Source: an optimization exercise on an open RTL-to-GDS flow (aim: a short achievable clock period). Production flows keep margins and buffers that such runs may drop. Function was checked by simulation only, so behaviour that the tests miss may differ from the original. Power and IR drop assume default switching activity.

==> run B <==
## mapic_acq
module mapic_acq (
    input  wire        clk,
    input  wire        rst,
    input  wire        us_tick,
    input  wire        cin_valid,
    input  wire [7:0]  cin_data,
    input  wire        cin_last,
    output wire        cin_ready,
    output wire        cout_valid,
    output wire [7:0]  cout_data,
    output wire        cout_last,
    input  wire        cout_ready,
    output wire        sout_valid,
    output wire [7:0]  sout_data,
    output wire        sout_last,
    input  wire [11:0] adc_data,
    input  wire        trig_in,
    input  wire        rate_in,
    output wire        bus_req,
    output wire [1:0]  bus_op,
    output wire [6:0]  bus_addr,
    output wire [7:0]  bus_wdata,
    input  wire        bus_ack,
    input  wire        bus_present,
    input  wire [7:0]  bus_rdata,
    output wire        pol_out,
    output wire        tp_out,
    output wire        clr_out,
    output wire        idle,
    output wire [2:0]  fault_code,
    output wire [7:0]  bus_err_cnt
);
  ...
export LEC_CHECK = 0
export CAP_MARGIN = 20
export CORE_MARGIN = 2
export CORE_UTILIZATION = 40
export SLEW_MARGIN = 20
create_clock -name core_clock -period 18.0 [get_ports {clk}]
standard.sh (not shown) runs the stock make flow with config.mk's settings and CLKGATE_MAP_FILE= SYNTH_SCRIPT=/design/flow/synth_recipe.tcl, a recipe that flattens the netlist after the stock synthesis.
==> flow/flow/run.sh <==
#!/bin/bash
set -euo pipefail
W=$(pwd)
MARGIN=$(cat "$W/flow/margin")
export SETUP_SLACK_MARGIN=$MARGIN
export PRE_REPAIR_TIMING_POST_PLACE_TCL=$W/flow/post_place.tcl
bash "$W/standard.sh" synth > "$W/flow_synth.log" 2>&1
bash "$W/standard.sh" > "$W/flow_layout.log" 2>&1
==> flow/flow/margin <==
13.6
==> flow/flow/post_place.tcl <==
# Before the post-placement repair: repair setup with the margin the flow asks for.
estimate_parasitics -placement
repair_timing -setup -setup_margin $::env(SETUP_SLACK_MARGIN) -repair_tns 100 -verbose
==> inputs of run E, as changes to run B <==
--- a/flow/design.v
+++ b/flow/design.v
@@ -55,11 +55,11 @@
     reg         pol;
     reg         tpen;
     reg  [63:0] label;
     reg  [31:0] resp;
     reg  [1:0]  tx_kind;
-    reg  [5:0]  tx_k;              
+    reg  [5:0]  tx_idx;
     reg         tx_busy;
     reg  [7:0]  cd;                
     reg         cl;                
     reg         breq;
     reg  [1:0]  bop;
@@ -199,42 +199,18 @@
             TX_P4:   tx_len = 6'd4;
             TX_PL:   tx_len = 6'd8;
             default: tx_len = 6'd32;
         endcase
     end
-    wire [11:0] bbw [0:15];
-    genvar gi;
-    generate
-        for (gi = 0; gi < 16; gi = gi + 1) begin : g_bbw
-            assign bbw[gi] = bb[gi*12 +: 12];
-        end
-    endgenerate
-    wire [11:0] pb_word = bbw[tx_k[4:1]];
+    wire [5:0] tx_k = tx_idx + 6'd1;
     reg  [7:0] tx_nbyte;           
     always @(*) begin
         case (tx_kind)
-            TX_P2, TX_P4: begin
-                case (tx_k[1:0])
-                    2'd0: tx_nbyte = resp[7:0];
-                    2'd1: tx_nbyte = resp[15:8];
-                    2'd2: tx_nbyte = resp[23:16];
-                    default: tx_nbyte = resp[31:24];
-                endcase
-            end
-            TX_PL: begin
-                case (tx_k[2:0])
-                    3'd0: tx_nbyte = label[7:0];
-                    3'd1: tx_nbyte = label[15:8];
-                    3'd2: tx_nbyte = label[23:16];
-                    3'd3: tx_nbyte = label[31:24];
-                    3'd4: tx_nbyte = label[39:32];
-                    3'd5: tx_nbyte = label[47:40];
-                    3'd6: tx_nbyte = label[55:48];
-                    default: tx_nbyte = label[63:56];
-                endcase
-            end
-            default: tx_nbyte = tx_k[0] ? {4'd0, pb_word[11:8]} : pb_word[7:0];
+            TX_P2, TX_P4: tx_nbyte = resp[tx_k[1:0]*8 +: 8];
+            TX_PL:        tx_nbyte = label[tx_k[2:0]*8 +: 8];
+            default:      tx_nbyte = tx_k[0] ? {4'd0, bb[tx_k[4:1]*12 + 8 +: 4]}
+                                             : bb[tx_k[4:1]*12 +: 8];
         endcase
     end
     reg [7:0] tx_fbyte;            
     always @(*) begin
         if (s_rdt)        tx_fbyte = resp[7:0];
@@ -263,11 +239,11 @@
             pol         <= 1'b0;
             tpen        <= 1'b0;
             label       <= 64'd0;
             resp        <= 32'd0;
             tx_kind     <= TX_P2;
-            tx_k        <= 6'd1;
+            tx_idx      <= 6'd0;
             tx_busy     <= 1'b0;
             cd          <= 8'd0;
             cl          <= 1'b0;
             breq        <= 1'b0;
             bop         <= BUS_PROBE;
@@ -430,24 +406,24 @@
                 tx_busy <= 1'b1;
             end else if (tx_adv && cl) begin
                 tx_busy <= 1'b0;
             end
             if (tx_start) begin
-                tx_k   <= 6'd1;
+                tx_idx <= 6'd0;
                 cd     <= tx_fbyte;
             end else if (tx_adv) begin
-                tx_k   <= cl ? 6'd1 : tx_k + 6'd1;
+                tx_idx <= cl ? 6'd0 : tx_k;
                 cd     <= tx_nbyte;
             end
             if (tx_start_p2)       tx_kind <= TX_P2;
             if (dec_ok && d_lget)  tx_kind <= TX_PL;
             if (s_rend)            tx_kind <= TX_P4;
             if (defer_fl)          tx_kind <= TX_PB;
             if (!tx_busy)
                 cl <= 1'b0;
             else if (cout_ready)
-                cl <= (tx_k == tx_len - 6'd1);
+                cl <= (tx_idx == tx_len - 6'd2);
             tsec  <= tsec_next;
             tusec <= tusec_next;
             if (str_go) begin
                 sh      <= {64'd0, tusec_next, adc_data, tsec_next};
                 fill_m2 <= !rem_1;
==> flow/run.sh (new file) <==
#!/bin/bash
# synth_recipe.tcl (not shown) runs the flow's synth.tcl, then flattens the netlist and writes it again
# the make line also repeats each setting of config.mk as NAME=value (left out here)
make -C /OpenROAD-flow-scripts/flow DESIGN_CONFIG=/design/flow/config.mk WORK_HOME=/design/flow/orfs CLKGATE_MAP_FILE= SYNTH_SCRIPT=/design/flow/synth_recipe.tcl finish
removed: flow/flow/run.sh
removed: flow/flow/margin
removed: flow/flow/post_place.tcl
removed: flow/standard.sh
==> qor summary <==
IR Drop Worst-Case VDD: run E 0.0636 mV; run B 0.0805 mV
Critical setup path kind: run E input pin to flop; run B flop to output pin
Multi-input gate share of total cell area: run E 0.478; run B 0.467
Sequential share of cell area: run E 0.381; run B 0.362
Power in combinational cells: run E 110 uW; run B 147 uW
Reg-to-reg setup timing slack: run E 12.86 ns; run B 13.93 ns
Floorplan core area: run E 0.108 mm^2; run B 0.107 mm^2
Reg-to-reg critical path startpoint: run E tx_idx[0]; run B tx_k[2]
Sequential cell area: run E 0.0185 mm^2; run B 0.0186 mm^2
Post-Syn Nets: run E 5280; run B 5426
Starting density of the core: run E 0.404; run B 0.402
Hold Path Cell Cnt: run E 2; run B 1
Synthesized-area fraction occupied by ao, oa, aoi and oai cells: run E 0.139; run B 0.181
Wire length of the first global-routing pass: run E 204000 um; run B 225000 um
Layout cells sized above 1: run E 0.0778; run B 0.140
Pre-CTS setup slack: run E 10.99 ns; run B 11.05 ns
Antenna diode count: run E 0; run B 1
Total clock network power: run E 2090 uW; run B 2270 uW
Post-layout nets: run E 5168; run B 5411
Chip Height: run E 334 um; run B 331 um
Tightest Pin Transition: run E 1.23 ns; run B 1.18 ns
Leak Pwr: run E 0.0167 uW; run B 0.0176 uW
WHS: run E 0.450 ns; run B 0.451 ns
Result of the run: run E finished clean; run B finished clean
Synth top area share: run E 0.425; run B 0.431

[what the ideal ports hide]
In the flow no input, the clock included, has a driving cell. The finished layouts below were timed again as built, in two steps. Step 1 sets driving cells, clkbuf_16 on the clock port and buf_2 on the other inputs (assumed; they add their load-dependent delay and slew). Step 2, shift: input delay + t, output delay - t, t = (earliest + latest rising clock arrival at the registers) / 2. This alone moves slack from input paths to output paths. Slacks: ideal ports / drivers / drivers and shift; pairs: ideal ports / drivers.
run | shift t [ns] | setup WS [ns] | worst setup path at the end | latest minus earliest clock arrival (ns) | pins driven straight from the clock port
run B | 0.770 | 13.143 / 13.068 / 12.678 | input to register | 0.039 / 0.039 | 1
run E | 0.732 | 11.643 / 11.692 / 10.961 | input to register | 0.035 / 0.035 | 1
After both steps setup and hold are still met in every run listed. For run E, which loses most, drivers alone change the setup slack by +0.049 ns; drivers and shift together by -0.682 ns.
